What follows belongs to an exercise in optimizing a design on an open flow for small area, a short achievable clock period and few clock cycles; a production flow would make more cautious choices. Where RTL was checked, it was by simulation tests only, not by an equivalence proof against the original. Power is estimated from default activity; no workload was simulated.

==> trial 65 <==
Design tpfc, start of the top module:
module tpfc (
    input  wire        clk,
    input  wire        rst,
    output wire        ready,
    input  wire        reg_req,
    input  wire        reg_we,
    input  wire [5:0]  reg_addr,
    input  wire [31:0] reg_wdata,
    output reg  [31:0] reg_rdata,
    input  wire        fb_req,
    input  wire        fb_we,
    input  wire [16:0] fb_addr,
    input  wire [7:0]  fb_wdata,
    output reg  [7:0]  fb_rdata,
    input  wire        cmd_valid,
    input  wire [15:0] cmd
);
make LEC_CHECK=0 CAP_MARGIN=30 CORE_MARGIN=2 CORE_UTILIZATION=40 PLACE_DENSITY=0.6 SETUP_SLACK_MARGIN=4.5 SLEW_MARGIN=30 finish   # period 8.0 ns
run.sh (not shown) runs the stock make flow with config.mk's settings and CLKGATE_MAP_FILE= SYNTH_SCRIPT=/design/flow/synth_recipe.tcl, a recipe that flattens the netlist after the stock synthesis.
==> trial 47: changes against trial 65 <==
--- a/flow/design.v
+++ b/flow/design.v
@@ -69,18 +69,18 @@
     reg        conv_sel;      
     reg [2:0]  vg;            
     reg        lastq;         
     reg [4:0]  gsel;          
     reg [7:0]  gmask;         
     reg [5:0]  ve;            
     reg [5:0]  e1;            
     reg [5:0]  raddr;         
-    reg [7:0]  gq0, gq1, gq2;     
-    reg [7:0]  wq0, wq1, wq2;     
+    reg [7:0]  gq0, gq1, gq2;         
+    reg [7:0]  wq0, wq1, wq2, wq3;    
     reg [32:0] cz;            
     assign ready = !busy;
     wire acc_cmd = !busy && !rst && cmd_valid;
     wire acc_reg = !busy && !rst && !cmd_valid && reg_req;
     wire acc_fb  = !busy && !rst && !cmd_valid && !reg_req && fb_req;
     function invalid_ratio;
         input [31:0] p;
         begin
@@ -99,30 +99,40 @@
     wire [32:0] cv_x3 = cv_r[2] ? {4'd0,  cv_x2[32:4]}  : cv_x2;
     wire [32:0] cv_x4 = cv_r[3] ? {8'd0,  cv_x3[32:8]}  : cv_x3;
     wire [32:0] cv_x5 = cv_r[4] ? {16'd0, cv_x4[32:16]} : cv_x4;
     wire [32:0] cv_x6 = cv_r[5] ? {32'd0, cv_x5[32]}    : cv_x5;
     wire [32:0] cv_z  = (cv_r[7:6] != 2'd0) ? 33'd0 : cv_x6;
     wire [31:0] cv_out = cz[32:1] + {31'd0, cz[0]};
     always @(posedge clk)
         cz <= cv_z;
+    always @(posedge clk) begin
+        gq0 <= g3[7:0];
+        gq1 <= g3[15:8];
+        gq2 <= g2b[15:8];
+        wq0 <= w3a[7:0];
+        wq1 <= w3a[15:8];
+        wq2 <= w3b[7:0];
+        wq3 <= w3b[15:8];
+    end
     wire [7:0] op  = cmd[15:8];
     wire [7:0] imm = cmd[7:0];
     wire       imm0 = (imm == 8'h00);
     wire d_ckclr   = (op == 8'h01) && imm0;
     wire d_ckbyte  = (op == 8'h02);
     wire d_ckrange = (op == 8'h03) && imm0;
     wire d_r2f     = (op == 8'h10) && (imm[7:1] == 7'd0);
     wire d_encode  = (op == 8'h20) && imm0;
     wire d_valid   = (op == 8'h21) && imm0;
     wire d_bldtp   = (op == 8'h30) && imm0;
     wire d_bldrst  = (op == 8'h31) && imm0;
     wire d_bldpoll = (op == 8'h32) && imm0;
+    wire [7:0] ck_ab = ck_a + ck_b;
     wire [7:0] ckb_a = ck_a + imm;
-    wire [7:0] ckb_b = ck_b + ck_a + imm;
+    wire [7:0] ckb_b = ck_ab + imm;
     wire [17:0] range_end = {1'b0, rstart} + {1'b0, rcount};
     wire        range_bad = range_end > FB_SIZE;
     wire        range_nil = (rcount == 17'd0);
     wire [5:0]  range_e   = rstart[5:0] + rcount[5:0] - 6'd1;
     wire        plen_bad  = plen > MAX_PAYLOAD;
     wire        tpidx_bad = tpidx > TPIDX_MAX;
     wire        tp_ok     = !ratio_bad && !lock_bad && !tpidx_bad;
     wire [15:0] fb_len    = {fb[5], fb[4]};
@@ -185,23 +195,24 @@
     wire [15:0] w1b = csa(w07, w08, w02);
     wire [15:0] w1c = csa(w04, w10, w11);
     wire [15:0] w1d = csa(w01, w06, w09);
     wire [15:0] w2a = csa(w1a[7:0], w1a[15:8], w1b[7:0]);
     wire [15:0] w2b = csa(w1b[15:8], w1c[7:0], w1c[15:8]);
     wire [15:0] w2c = csa(w1d[7:0], w1d[15:8], w12);
     wire [15:0] w3a = csa(w2a[7:0], w2a[15:8], w2b[7:0]);
     wire [15:0] w3b = csa(w2b[15:8], w2c[7:0], w2c[15:8]);
-    wire [15:0] w4  = csa(w3a[7:0], w3a[15:8], w3b[7:0]);
     wire [15:0] a1  = csa(ck_a, gq0, gq1);
-    wire [7:0]  nsa = a1[7:0] + a1[15:8] + gq2;
+    wire [15:0] a2  = csa(a1[7:0], a1[15:8], gq2);
+    wire [7:0]  nsa = a2[7:0] + a2[15:8];
     wire [15:0] b1a = csa(ck_b, {ck_a[4:0], 3'd0}, wq0);
-    wire [15:0] b1b = csa(b1a[7:0], b1a[15:8], wq1);
-    wire [15:0] b1c = csa(b1b[7:0], b1b[15:8], wq2);
-    wire [7:0]  nsb = b1c[7:0] + b1c[15:8];
+    wire [15:0] b1b = csa(wq1, wq2, wq3);
+    wire [15:0] b2a = csa(b1a[7:0], b1a[15:8], b1b[7:0]);
+    wire [15:0] b3a = csa(b2a[7:0], b2a[15:8], b1b[15:8]);
+    wire [7:0]  nsb = b3a[7:0] + b3a[15:8];
     wire [2:0] tt  = ~ve[2:0];
     wire [7:0] fta = (tt[0] ? ck_a : 8'd0) + (tt[1] ? {ck_a[6:0], 1'b0} : 8'd0)
                    + (tt[2] ? {ck_a[5:0], 2'd0} : 8'd0);
     wire [7:0] fb_b = ck_b - fta;
     wire [5:0] rd_idx   = busy ? raddr : fb_addr[5:0];
     wire       rd_in    = busy || (fb_addr < 17'd40);
     wire [7:0] rd_byte  = rd_in ? fb[rd_idx] : 8'd0;
     wire [63:0] ra;      
@@ -251,18 +262,19 @@
     wire [8*FB_SIZE-1:0] rst_image = {240'd0, rst_payload, 48'd0};
     wire [8*FB_SIZE-1:0] hdr_image = {272'd0, h_lenhi, h_len, h_id, h_cls, SYNC2, SYNC1};
     genvar g;
     generate
         for (g = 0; g < FB_SIZE; g = g + 1) begin : g_fb
             reg [7:0] b;
             assign fb[g] = b;
             wire sel_hdr = go_hdr && g < 6;
-            wire sel_tp  = (go_tp && g >= 6 && g < 38 && !(g >= 22 && g < 30)) ||
-                           (tp1 && g >= 22 && g < 26) ||
+            wire sel_tp  = (go_tp && g >= 6 && g < 10) ||
+                           (tp1 && g >= 10 && g < 26) ||
+                           (tp1 && g >= 30 && g < 38) ||
                            (tp2 && g >= 26 && g < 30);
             wire sel_rst = go_rst && g >= 6 && g < 10;
             wire sel_pol = go_poll && g == 6;
             wire sel_bus = (wr_host && fb_addr[5:0] == g) ||
                            (wr_ck && (e1 == g || e1 + 6'd1 == g));
             always @(posedge clk) begin
                 if (sel_hdr)
                     b <= hdr_image[g*8 +: 8];
@@ -372,22 +384,16 @@
             conv_sel  <= 1'b0;
             vg        <= 3'd0;
             lastq     <= 1'b0;
             gsel      <= 5'd0;
             gmask     <= 8'd0;
             ve        <= 6'd0;
             e1        <= 6'd0;
             raddr     <= 6'd0;
-            gq0       <= 8'd0;
-            gq1       <= 8'd0;
-            gq2       <= 8'd0;
-            wq0       <= 8'd0;
-            wq1       <= 8'd0;
-            wq2       <= 8'd0;
             err       <= E_OK;
             sealed    <= 1'b0;
             ck_a      <= 8'd0;
             ck_b      <= 8'd0;
             cls       <= 8'd0;
             id        <= 8'd0;
             plen      <= 16'd0;
             flen      <= 17'd0;
@@ -501,22 +507,16 @@
             end
             if (tp2) begin
                 tp2      <= 1'b0;
                 conv_sel <= 1'b0;
             end
             s2  <= s1;
             s2l <= s1 && lastq;
             if (s1) begin
-                gq0   <= g3[7:0];
-                gq1   <= g3[15:8];
-                gq2   <= g2b[15:8];
-                wq0   <= w4[7:0];
-                wq1   <= w4[15:8];
-                wq2   <= w3b[15:8];
                 vg    <= vg_n;
                 lastq <= last_n;
                 gsel  <= slot_of(vg_n);
                 gmask <= last_n ? mask_to(ve[2:0]) : 8'hFF;
                 if (lastq)
                     s1 <= 1'b0;
             end
             if (s2) begin
==> notes <==
Between trial 47 and trial 65, the lower critical path depth is in trial 65 (gap 3). Between trial 47 and trial 65, the lower first-iteration DRC count is in trial 65 (gap about 2%, measured against trial 65). In trial 65 the non-clock buffer count is lower than in trial 47, by 15. Between trial 47 and trial 65, the lower sequential share of layout area is in trial 65 (gap 0.34 points). Between trial 47 and trial 65, the lower clock skew is in trial 47 (gap 0.0017 ns). Of trial 47 and trial 65, trial 65 has the higher count of clock-buffer cells in the layout (gap 26). Of trial 47 and trial 65, trial 65 has the higher hold slack (gap 0.010 ns).
==> figures <==
Number of buffers created by CTS: trial 47 101; trial 65 100
Number of cells on the worst reg-to-reg path: trial 47 18; trial 65 15
Status: trial 47 timing/DRC/antenna clean; trial 65 timing/DRC/antenna clean
GR Layer Usage met1: trial 47 60.5%; trial 65 61.1%
Number of clock buffers in the layout: trial 47 115; trial 65 141
Instance area after placement: trial 47 55900 µm²; trial 65 56000 µm²
Power Sequential: trial 47 5.20 mW; trial 65 5.19 mW
Start of the worst register-to-register path: trial 47 ck_a[2]$_SDFFE_PP0P_; trial 65 gsel[1]$_SDFFE_PP0P_
Levels on crit path: trial 47 18; trial 65 15
Final weighted congestion of routability-driven global placement: trial 47 1.11; trial 65 1.09
Arrival time reported for the critical path endpoint: trial 47 4.52 ns; trial 65 4.68 ns
Worst vdd ir: trial 47 217 µV; trial 65 195 µV
Layout-to-synthesis area ratio: trial 47 1.305x; trial 65 1.303x
Share of cell area taken by flip-flops and latches: trial 47 36.0%; trial 65 35.7%
Total length of routed met2 wires: trial 47 131 mm; trial 65 130 mm
Testbench counts of trial 65, summed over its fixed seeds: cycles 114,886.
No functional check of the RTL was part of trial 47.

port drivers added, routing unchanged:
The flow's constraints put no driver on any port. The routed layouts listed below were extracted and timed again, unchanged, in two steps.
Step 1 assumes that a clkbuf_16 drives the clock port and a buf_2 every other input.
Step 2 moves the port delays by t, midway between the first and last clock arrival at a register: inputs arrive t later, outputs are due t later. That takes back most of the time a late clock gives input paths.
Three values: ideal, step 1, step 2; two values: the first two.
| run | t, ns | setup slack, ns | worst setup path after step 2 | clock arrival spread, ns | worst slew at a driven data input, ns |
|---|---|---|---|---|---|
| trial 65 | 0.814 | 3.958 / 3.958 / 3.530 | input to register | 0.059 / 0.059 | 0.05 |
| trial 47 | 0.819 | 3.968 / 3.968 / 3.313 | input to register | 0.057 / 0.057 | 0.27 |
After both steps setup and hold are still met in every run listed. The setup slack of trial 47, which loses most, moves by 0.000 ns with the drivers and by -0.655 ns with both steps.
